Background: an optimization exercise with open tools, aiming at small area, a short achievable clock period and few clock cycles. Do not read the settings as production practice. In this exercise RTL edits were held to simulation tests only and were not proved equivalent to the original. Power and IR drop assume default switching activity.

== job 9209 ==
Design lcb_effect_player, start of the top module:
module lcb_effect_player (
    input  wire        clk,
    input  wire        rst,             
    input  wire        ev_valid,
    output wire        ev_ready,
    input  wire [1:0]  ev_op,           
    input  wire [7:0]  ev_kind,         
    input  wire [23:0] ev_on,           
    input  wire [23:0] ev_off,          
    input  wire [31:0] ev_t0,
    input  wire [31:0] ev_t1,
    input  wire [31:0] ev_hold,
    input  wire [31:0] ev_repeat,
    input  wire [31:0] ev_delay,
    output wire        resp_valid,
    output wire [7:0]  resp_status,
    output wire [2:0]  resp_phase,      
    output wire [1:0]  resp_kind,
    output wire [31:0] resp_remaining,
    output wire [31:0] resp_elapsed,
    output wire        resp_armed,
    output wire [31:0] resp_count,
    output wire        sink_valid,
    output wire [23:0] sink_color       
);
For scale: about 2500 cells after synthesis, about 380 flip-flops, roughly 360 I/O pins, ~23000 um^2 of cells after synthesis.
clock: 12.0 ns
lec_check: 0
cap_margin: 20
core_margin: 2
core_utilization: 40
place_density: 0.6
slew_margin: 20
standard.sh (not shown) runs the stock make flow with config.mk's settings and CLKGATE_MAP_FILE= SYNTH_SCRIPT=/design/flow/synth_recipe.tcl, a recipe that flattens the netlist after the stock synthesis.
==> flow/flow/run.sh <==
#!/bin/bash
# The standard layout (the standard.sh: standard synthesis, ORFS floorplan to final) with
# these changes to how it is made:
#  - timing repair aims for SETUP_SLACK_MARGIN ns of setup slack rather than 0, so the
#    resizer keeps shortening paths below the clock period;
#  - the port buffers that buffer_ports inserts on every input and output are buf_1 cells;
#  - clock tree synthesis builds the tree from clkbuf_8 cells and adds no dummy loads.
# The SDC, the clock period and every other setting are the standard flow's. ORFS's output goes to
# flow.log.
set -euo pipefail
bash standard.sh SETUP_SLACK_MARGIN=${MARGIN:-8.5} \
    BUFFER_PORTS_ARGS="-buffer_cell sky130_fd_sc_hd__buf_1" \
    CTS_ARGS="-sink_clustering_enable -repair_clock_nets -dont_use_dummy_load -buf_list sky130_fd_sc_hd__clkbuf_8" \
    finish > flow.log 2>&1
Testbench counts of job 9209, summed over its fixed seeds: cycles 48,260.
Setup changes, job 9209 to job 9194
diff --git a/flow/flow/run.sh b/flow/flow/run.sh
--- a/flow/flow/run.sh
+++ b/flow/flow/run.sh
@@ -11 +11 @@
-bash standard.sh SETUP_SLACK_MARGIN=${MARGIN:-8.5} \
+bash standard.sh SETUP_SLACK_MARGIN=${MARGIN:-8.0} \
Results
- Job 9194 did not stop at any stage, and its layout met the timing, design-rule and antenna checks.
- Job 9194 -> job 9209: synthesized cell count delta 0, exact match
- Looking at power per cell area, job 9194 sits 12% higher than job 9209 does.
- Job 9194 against job 9209; first-pass GRT wire length is down by more than 10%.
- Re number of antenna violations at the first check in global routing: no difference whatsoever between job 9209 and job 9194.
- Total cell area at the placement stage across job 9209 and job 9194: no real change.
- In the flow results for job 9209 and job 9194, the quantity of gates resized following cts is larger on job 9209.
- Detailed placement HPWL delta for job 9194 relative to job 9209: 0.58% lower
- In job 9194 the total leakage power turned out 24% lower than in job 9209.
- On sum of met3 wire segment lengths after detailed routing, the lower figure sits with job 9194, not job 9209.
Changes in job 2621 relative to job 9194:
# job 9194
export LEC_CHECK = 0
export CAP_MARGIN = 20
export CORE_MARGIN = 2
export CORE_UTILIZATION = 40
export PLACE_DENSITY = 0.6
export SLEW_MARGIN = 20
create_clock -name core_clock -period 12.0 [get_ports {clk}]
# job 2621
export LEC_CHECK = 0
export CAP_MARGIN = 20
export CORE_MARGIN = 2
export CORE_UTILIZATION = 50
export PLACE_DENSITY = 0.65
export SLEW_MARGIN = 20
create_clock -name core_clock -period 12.0 [get_ports {clk}]
diff --git a/flow/flow/run.sh b/flow/flow/run.sh
--- a/flow/flow/run.sh
+++ b/flow/flow/run.sh
@@ -7 +7 @@
-#  - clock tree synthesis builds the tree from clkbuf_8 cells and adds no dummy loads.
+#  - clock tree synthesis builds the tree from clkbuf_8 cells, in clusters of up to 15 registers, and adds no dummy loads.
@@ -13 +13 @@
-    CTS_ARGS="-sink_clustering_enable -repair_clock_nets -dont_use_dummy_load -buf_list sky130_fd_sc_hd__clkbuf_8" \
+    CTS_ARGS="-sink_clustering_enable -repair_clock_nets -dont_use_dummy_load -buf_list sky130_fd_sc_hd__clkbuf_8 -sink_clustering_size 15 -sink_clustering_max_diameter 60" \
==> comparison <==
Job 2621 ends up with lower share of power burned in the clock network than job 9194 does. Compared with job 9194, job 2621 shows a lower count of clock-buffer cells in the layout. As far as critical path depth goes, job 2621 and job 9194 are indistinguishable; the numbers are identical. Vias: job 2621 more than job 9194. From job 9194 to job 2621 the numbers moved as follows: first-pass GRT wire length now sits lower; wire length now sits lower. Total of cells resized after clock tree synthesis, job 2621 vs job 9194: up by more than 10%. When the final numbers for job 9194 and job 2621 were put side by side, the final period demand of the worst path turned out to be greater in job 9194. Looking at setup slack after layout, job 2621 sits above job 9194. Compare job 9194 and job 2621 | number of fill cells in the layout lower: job 2621.
For job 6118, these inputs were changed with respect to job 2621:
# job 2621
export LEC_CHECK = 0
export CAP_MARGIN = 20
export CORE_MARGIN = 2
export CORE_UTILIZATION = 50
export PLACE_DENSITY = 0.65
export SLEW_MARGIN = 20
create_clock -name core_clock -period 12.0 [get_ports {clk}]
# job 6118
export LEC_CHECK = 0
export CAP_MARGIN = 20
export CORE_MARGIN = 2
export CORE_UTILIZATION = 40
export PLACE_DENSITY = 0.6
export SLEW_MARGIN = 20
create_clock -name core_clock -period 12.0 [get_ports {clk}]
diff --git a/flow/flow/run.sh b/flow/flow/run.sh
--- a/flow/flow/run.sh
+++ b/flow/flow/run.sh
@@ -7 +7 @@
-#  - clock tree synthesis builds the tree from clkbuf_8 cells, in clusters of up to 15 registers, and adds no dummy loads.
+#  - clock tree synthesis builds the tree from clkbuf_8 cells and adds no dummy loads.
@@ -11 +11 @@
-bash standard.sh SETUP_SLACK_MARGIN=${MARGIN:-8.0} \
+bash standard.sh SETUP_SLACK_MARGIN=${MARGIN:-7.0} \
@@ -13 +13 @@
-    CTS_ARGS="-sink_clustering_enable -repair_clock_nets -dont_use_dummy_load -buf_list sky130_fd_sc_hd__clkbuf_8 -sink_clustering_size 15 -sink_clustering_max_diameter 60" \
+    CTS_ARGS="-sink_clustering_enable -repair_clock_nets -dont_use_dummy_load -buf_list sky130_fd_sc_hd__clkbuf_8" \
==> notes.md <==
Compared with job 2621, job 6118 shows a initial antenna violation count that is 1 higher.
Compared with job 2621, in job 6118 wire length of the first global-routing pass +3.3%; non-clock buffer count lost 20%; sequential cell count of the final layout was more or less identical.
The standard cells in job 6118 occupy less silicon area than those in job 2621 do.
Lower fraction of final layout cells with drive strength greater than 1 among job 6118 and job 2621: job 6118
~same routed wire length in job 6118 and job 2621
Input changes introduced in job 1525 (baseline for comparison: job 6118):
diff --git a/flow/flow/run.sh b/flow/flow/run.sh
--- a/flow/flow/run.sh
+++ b/flow/flow/run.sh
@@ -7 +7 @@
-#  - clock tree synthesis builds the tree from clkbuf_8 cells and adds no dummy loads.
+#  - clock tree synthesis builds the tree from clkbuf_8 cells, in clusters of up to 15 registers, and adds no dummy loads.
@@ -11 +11 @@
-bash standard.sh SETUP_SLACK_MARGIN=${MARGIN:-7.0} \
+bash standard.sh SETUP_SLACK_MARGIN=${MARGIN:-8.25} \
@@ -13 +13 @@
-    CTS_ARGS="-sink_clustering_enable -repair_clock_nets -dont_use_dummy_load -buf_list sky130_fd_sc_hd__clkbuf_8" \
+    CTS_ARGS="-sink_clustering_enable -repair_clock_nets -dont_use_dummy_load -buf_list sky130_fd_sc_hd__clkbuf_8 -sink_clustering_size 15 -sink_clustering_max_diameter 60" \
- Job 1525 finished every stage and its layout cleared the timing, design-rule and antenna checks.
- Compared with job 6118, job 1525 shows a higher combined flip-flop and latch cell area.
- Between job 1525 and job 6118, it is job 1525 whose met1 demand-to-capacity share in global routing is higher, by 1.7 points.
- Job 6118 reports its heaviest power group as registers while job 1525 reports combinational logic.
- Of job 1525 and job 6118, job 1525 shows the lower sequential fraction of total cell area, with job 6118 above it.
Inputs modified between job 1525 and job 7137:
diff --git a/flow/flow/run.sh b/flow/flow/run.sh
--- a/flow/flow/run.sh
+++ b/flow/flow/run.sh
@@ -11 +11 @@
-bash standard.sh SETUP_SLACK_MARGIN=${MARGIN:-8.25} \
+bash standard.sh SETUP_SLACK_MARGIN=${MARGIN:-8.0} \
## What came out
- Job 7137 ended up with or3b_4 as its cell type of the slowest stage on the worst timing path; job 1525 ended up with a222oi_1.
- Going from job 1525 to job 7137, measured slew at the worst slew-check pin has increased, count of nets after finishing has decreased, shortest clock period the worst path allows after layout has decreased, count of plain and timing-repair buffers has decreased.
- Going from job 1525 to job 7137, length of routed wiring on met1 decreased about 2.4%, post-route non-filler standard cell count decreased about 2%.


Starting RTL as in the previous note.
Settings: LEC_CHECK=0, CAP_MARGIN=0, CORE_MARGIN=2, CORE_UTILIZATION=40, PLACE_DENSITY=0.6, SLEW_MARGIN=0; clock period 12.0 ns.
==> flow/flow/run.sh <==
#!/bin/bash
# The standard layout (the standard.sh: standard synthesis, ORFS floorplan to final) with
# these changes to how it is made:
#  - timing repair aims for SETUP_SLACK_MARGIN ns of setup slack rather than 0, so the
#    resizer keeps shortening paths below the clock period;
#  - the port buffers that buffer_ports inserts on every input and output are buf_1 cells;
#  - clock tree synthesis builds the tree from clkbuf_8 cells and adds no dummy loads.
# The SDC, the clock period and every other setting are the standard flow's. ORFS's output goes to
# flow.log.
set -euo pipefail
bash standard.sh SETUP_SLACK_MARGIN=${MARGIN:-8.0} \
    BUFFER_PORTS_ARGS="-buffer_cell sky130_fd_sc_hd__buf_1" \
    CTS_ARGS="-sink_clustering_enable -repair_clock_nets -dont_use_dummy_load -buf_list sky130_fd_sc_hd__clkbuf_8" \
    finish > flow.log 2>&1
Testbench counts at the start, summed over its fixed seeds: cycles 48,260.
Change:
==> flow/flow/run.sh (replaced) <==
#!/bin/bash
# The standard layout (the standard.sh: standard synthesis, ORFS floorplan to final) with
# two changes to how it is made: timing repair aims for SETUP_SLACK_MARGIN ns of setup slack
# rather than 0, so the resizer keeps shortening paths below the clock period, and the port
# buffers that buffer_ports inserts on every input and output are buf_1 cells. The SDC, the
# clock period and every other setting are the standard flow's. ORFS's output goes to flow.log.
set -euo pipefail
bash standard.sh SETUP_SLACK_MARGIN=${MARGIN:-7.5} \
    BUFFER_PORTS_ARGS="-buffer_cell sky130_fd_sc_hd__buf_1" finish > flow.log 2>&1
--- a/flow/config.mk
+++ b/flow/config.mk
@@ -8 +8 @@
-export CAP_MARGIN = 0
+export CAP_MARGIN = 20
@@ -12 +12 @@
-export SLEW_MARGIN = 0
+export SLEW_MARGIN = 20
Outcome:
- The new run passed the timing, design-rule and antenna checks
- final area shrinks by 1.3%
- count of clock-buffer cells in the layout shrinks by 4
- die area stays the same
- global-route usage grows by 0.27 points
- sequential share of layout area grows by 0.45 points
- core utilization shrinks by 0.63 points
- worst setup slack gets worse by 0.049 ns
- synthesized cell count stays the same
- register-to-register slack gets worse by 0.05 ns
Change:
==> flow/flow/run.sh (replaced) <==
#!/bin/bash
# The standard layout (the standard.sh: standard synthesis, ORFS floorplan to final) with
# these changes to how it is made:
#  - timing repair aims for SETUP_SLACK_MARGIN ns of setup slack rather than 0, so the
#    resizer keeps shortening paths below the clock period;
#  - the port buffers that buffer_ports inserts on every input and output are buf_1 cells;
#  - clock tree synthesis builds the tree from clkbuf_8 cells and adds no dummy loads.
# The SDC, the clock period and every other setting are the standard flow's. ORFS's output goes to
# flow.log.
set -euo pipefail
bash standard.sh SETUP_SLACK_MARGIN=${MARGIN:-7.5} \
    BUFFER_PORTS_ARGS="-buffer_cell sky130_fd_sc_hd__buf_1" \
    CTS_ARGS="-sink_clustering_enable -repair_clock_nets -dont_use_dummy_load -buf_list sky130_fd_sc_hd__clkbuf_8" \
    finish > flow.log 2>&1
Effect:
- clock-buffer cell count is higher by 6
- sequential power barely changes
- via count barely changes
- routed wire length went up by 0.31%
- non-clock buffer count went down by 1

==> static timing again, ports no longer ideal <==
Ports are ideal in the flow. The routed layouts listed here were re-timed in OpenROAD. Step 1 assumes that a clkbuf_16 drives the clock port and a buf_2 every other input. Step 2 also shifts input and output timing later by t, the mid clock arrival at the registers, as if the neighbouring blocks saw the same clock. Three values: ideal, step 1, step 2; two values: the first two.
| run | t, ns | slack for setup (ns) | worst register clock-pin slew, ns |
|---|---|---|---|
| job 9209 | 0.706 | 7.551 / 7.551 / 7.118 | 0.06 / 0.06 |
| job 9194 | 0.693 | 7.634 / 7.634 / 7.296 | 0.07 / 0.07 |
| job 2621 | 0.677 | 7.645 / 7.645 / 7.217 | 0.10 / 0.10 |
| job 6118 | 0.687 | 7.172 / 7.181 / 6.502 | 0.07 / 0.07 |
| job 1525 | 0.677 | 7.591 / 7.591 / 7.356 | 0.11 / 0.11 |
| job 7137 | 0.669 | 7.650 / 7.650 / 7.241 | 0.10 / 0.10 |
| the first run of note 2 | 0.707 | 7.617 / 7.617 / 7.282 | 0.07 / 0.07 |
| the second run of note 2 | 0.648 | 7.568 / 7.574 / 6.957 | 0.07 / 0.07 |
| the third run of note 2 | 0.704 | 7.453 / 7.453 / 6.892 | 0.07 / 0.07 |
After both steps setup and hold are still met in every run listed. For job 6118, which loses most, drivers alone change the setup slack by +0.009 ns; drivers and shift together by -0.670 ns.
